From an optimization exercise on the open Yosys and OpenROAD flow, aimed at small area, a short achievable clock period and few clock cycles; shortcuts taken in it are not production practice.
In this exercise RTL edits were held to simulation tests only and were not proved equivalent to the original.
Power is estimated from default activity; no workload was simulated.

Setup of north:
==> flow/design.v (excerpt) <==
module fcs_stats (
    input             clk,
    input             rst,
    input             req_valid,
    output            req_ready,
    input      [63:0] req_word,
    input             push_valid,
    input      [15:0] push_count,
    output reg        resp_valid,
    output     [31:0] resp_res,
    output     [55:0] resp_str,
    output     [2:0]  resp_len,
    output     [2:0]  resp_fault
);
Size in the first run: about 5400 cells after synthesis, ~320 flip-flops, roughly 180 I/O pins.
==> flow/config.mk <==
export PLATFORM = sky130hd
export DESIGN_NAME = fcs_stats
export DESIGN_NICKNAME = fcs_stats
export VERILOG_FILES = /design/flow/design.v
export SDC_FILE = /design/flow/constraint.sdc
export NUM_CORES = 4
export LEC_CHECK = 0
export ABC_AREA = 1
export CAP_MARGIN = 20
export CORE_MARGIN = 2
export CORE_UTILIZATION = 55
export CTS_BUF_LIST = sky130_fd_sc_hd__clkbuf_4
export PLACE_DENSITY = 0.7
export SETUP_SLACK_MARGIN = 1.0
export SLEW_MARGIN = 20
==> flow/constraint.sdc <==
create_clock -name core_clock -period 9.0 [get_ports {clk}]
set_input_delay 1.8000 -clock core_clock [delete_from_list [all_inputs] [get_ports {clk}]]
set_output_delay 1.8000 -clock core_clock [all_outputs]
set_load 0.01 [all_outputs]
run.sh (not shown) runs the stock make flow with config.mk's settings and CLKGATE_MAP_FILE= SYNTH_SCRIPT=/design/flow/synth_recipe.tcl, a recipe that flattens the netlist after the stock synthesis.
Testbench counts of north, summed over its fixed seeds: cycles 20,287.
> inputs changed (north -> south)
Settings: swapping 0.7 for 0.65 in PLACE_DENSITY; swapping 55 for 45 in CORE_UTILIZATION; swapping sky130_fd_sc_hd__clkbuf_4 for sky130_fd_sc_hd__clkbuf_8 in CTS_BUF_LIST.
--- outcome ---
No run among south and north stopped early or left any final violation; all are clean. south vs north — number of cells on the critical path dropped by more than 10%. Comparing south and north, the higher total power is on south. south reports its capturing instance or port of the critical path as s_drift$_DFFE_PP_ while north reports sq_rem[12]$_DFFE_PN_. north has higher final worst-path cycle share than south. Combined global-route utilization of all metal layers in south vs north: down 5.2 points. On fill cell total of the finished layout: between south and north, it ends up higher for south. Final core area utilization: south vs north down 12 points.
For east, these inputs were changed with respect to south:
Settings: changing PLACE_DENSITY from 0.65 to 0.7; setting TNS_END_PERCENT to 5 for the first time; changing SETUP_SLACK_MARGIN from 1.0 to 1.5; changing CORE_UTILIZATION from 45 to 55.
Results
- south finished end to end and its layout was clean on timing, DRC and antenna.
- east completed end to end with timing, DRC and antenna clean.
- Looking at cell total after placement, east sits about 3.3% lower than south does.
- Row worst hold slack: east higher / south lower
- Of south and east, the run reporting the lower power was east.
- On east: net switching power is 0.00026 W lower than what south gave.
- Wire length (lower): east
- Share of final-layout standard cells stronger than drive strength 1 in east is 0.59 points above south.
Inputs modified between east and west:
Settings: swapping 5 for 10 in TNS_END_PERCENT; swapping 55 for 45 in CORE_UTILIZATION; swapping 1.5 for 1.0 in SETUP_SLACK_MARGIN; swapping 0.7 for 0.65 in PLACE_DENSITY.
## What came out
Looking at the reports, west completed the entire flow and the layout it produced met the timing, design-rule and antenna checks. Every stage of the flow completed for east, and the final layout passed the timing, design-rule and antenna checks. The number of non-clock buffers in west sits 6.9% below the value recorded for east. The period utilization was comparable across west and east. Achievable clock frequency essentially unchanged between east and west.
--- input diff west..middle ---
Settings: swapping 0.65 for 0.6 in PLACE_DENSITY; swapping 1.0 for 1.25 in SETUP_SLACK_MARGIN; clearing TNS_END_PERCENT, which used to be 10.
- Compared with west, in middle final wirelength shows an increase of 3900 um; count of cells along the worst register-to-register path shows an increase of 11; sequential share of layout area shows a reduction of 0.76 points; switching part of the total power shows a reduction of 1.4 points.

---

Setup of rev 12:
fcs_stats, a different RTL version from the one above (not shown whole).
For scale: about 5500 cells after synthesis, roughly 40000 um^2 of cells after synthesis.
Design fcs_stats, start of the top module:
module fcs_stats (
    input             clk,
    input             rst,
    input             req_valid,
    output            req_ready,
    input      [63:0] req_word,
    input             push_valid,
    input      [15:0] push_count,
    output reg        resp_valid,
    output     [31:0] resp_res,
    output     [55:0] resp_str,
    output     [2:0]  resp_len,
    output     [2:0]  resp_fault
);
    localparam CAP = 8, SHORT = 4, W_HIGH = 4, T_UP = 100, T_DOWN = 80;
    localparam OP_RB_COPY      = 5'h0B;
    localparam OP_RB_SELECT    = 5'h0C;
    localparam OP_RB_STATS     = 5'h0D;
    localparam OP_RB_EXCURSION = 5'h0E;
    localparam OP_RB_DRIFT     = 5'h0F;
    localparam OP_RB_SHRINK    = 5'h10;
    localparam OP_SNAP_READ    = 5'h11;
    localparam OP_ISQRT        = 5'h12;
    localparam OP_FMT          = 5'h13;
    localparam F_NONE       = 3'd0;
    localparam F_ILLEGAL_OP = 3'd1;
    localparam F_BAD_WINDOW = 3'd5;
    localparam F_STATS_UNAV = 3'd6;
    localparam F_FMT_RANGE  = 3'd7;
    localparam SQ_RA = 5;
    localparam SQ_K  = 3;
    localparam SQ_N  = 3;
    localparam SQ_F  = 16 - SQ_RA - SQ_K * SQ_N;
    reg [15:0] rb [0:CAP-1];
    reg [2:0]  cursor;
    reg [3:0]  valid;
    wire [2:0] cursor_p = push_valid ? cursor + 3'd1 : cursor;
    wire [3:0] valid_p  = (push_valid && !valid[3]) ? valid + 4'd1 : valid;
    always @(posedge clk) begin
        if (push_valid)
            rb[cursor_p] <= push_count;
    end
    reg [2:0]  c_cursor;
    reg [3:0]  c_valid;
    reg        range_hi;
    reg        s_avail;
    reg [3:0]  s_window;
    reg [18:0] s_total;
    reg [17:0] s_newer;
    reg [17:0] s_short;
    reg [15:0] s_rlong;
    reg        busy;           
    reg        st1;            
    reg        st2;            
    reg        dv_run;         
    reg [2:0]  dv_cnt;
    reg        sq_run;
    reg [1:0]  sq_cnt;
    reg [2:0]  fault_r;
    reg [3:0]  small_r;
    reg        t_snap, t_exc, t_drift, t_sqrt, t_fmt;
    reg [3:0]  snap_sel;
    reg [2:0]  f_p, f_d;
    reg [31:0] x;              
    reg [16:0] sq_rem;
    reg [15:0] sq_root;
  ...
Settings: LEC_CHECK=0, ABC_AREA=1, CAP_MARGIN=20, CORE_MARGIN=2, CORE_UTILIZATION=40, PLACE_DENSITY=0.6, SLEW_MARGIN=20; clock period 9.0 ns.
Testbench counts of rev 12, summed over its fixed seeds: cycles 21,887.
Here is what was changed in the inputs of rev 13 compared with rev 12.
- ABC_AREA removed (was 1)
Findings:
- Worst setup timing slack at the placement stage in rev 13 vs rev 12: down 0.87 ns
- Between rev 13 and rev 12, it is rev 13 whose final core utilization is higher, by 1.0 points.
- NOTE: combinational fraction of design power in rev 13 falls short of that of rev 12
- Reported for rev 12 and rev 13, number of port buffers turned out identical to the last digit.
- Delta (rev 13 minus rev 12): time the final worst path needs with I/O delays and setup moved down, routed metal-1 wire length moved up, share of final layout cell area taken by clock buffers and inverters moved down.
- Compared with rev 12, the router placed more vias in rev 13.
- Clock power share in rev 13 vs rev 12: up 0.9 points
- Compared with rev 12, rev 13 shows a lower met3 usage in global routing.

## separate check: timing with driven ports
No port has a modelled driver above. Below, the same layouts with a new extraction and two added sets of constraints.
Step 1 assumes that a clkbuf_16 drives the clock port and a buf_2 every other input.
Step 2 adds t to the input delays and takes it off the output delays; t is the mean of the earliest and latest rising clock arrival at the registers after step 1. Input paths then give back, and output paths get back, about the clock's delay inside the block.
Slacks: ideal ports / drivers / drivers and shift; pairs: ideal ports / drivers.
| run | t (ns) | setup WS [ns] | clock arrival spread, ns | slew at the worst register clock pin (ns) | worst data-port slew with drivers (ns) |
|---|---|---|---|---|---|
| north | 0.915 | 1.158 / 1.110 / 0.751 | 0.090 / 0.090 | 0.08 / 0.08 | 0.09 |
| south | 0.764 | 1.377 / 1.377 / 0.794 | 0.062 / 0.063 | 0.07 / 0.07 | 0.10 |
| east | 0.748 | 1.141 / 1.141 / 0.622 | 0.071 / 0.071 | 0.09 / 0.09 | 0.09 |
| west | 0.764 | 1.127 / 1.063 / 0.748 | 0.057 / 0.057 | 0.07 / 0.07 | 0.10 |
| middle | 0.757 | 1.338 / 1.338 / 0.935 | 0.084 / 0.084 | 0.07 / 0.07 | 0.08 |
| rev 12 | 0.661 | 0.391 / 0.329 / 0.832 | 0.034 / 0.033 | 0.07 / 0.07 | 0.07 |
| rev 13 | 0.654 | 0.428 / 0.463 / -0.191 | 0.045 / 0.044 | 0.06 / 0.06 | 0.12 |
Met with ideal ports but missed after step 2: setup timing in rev 13. For rev 13, which loses most, drivers alone change the setup slack by +0.035 ns; drivers and shift together by -0.619 ns.
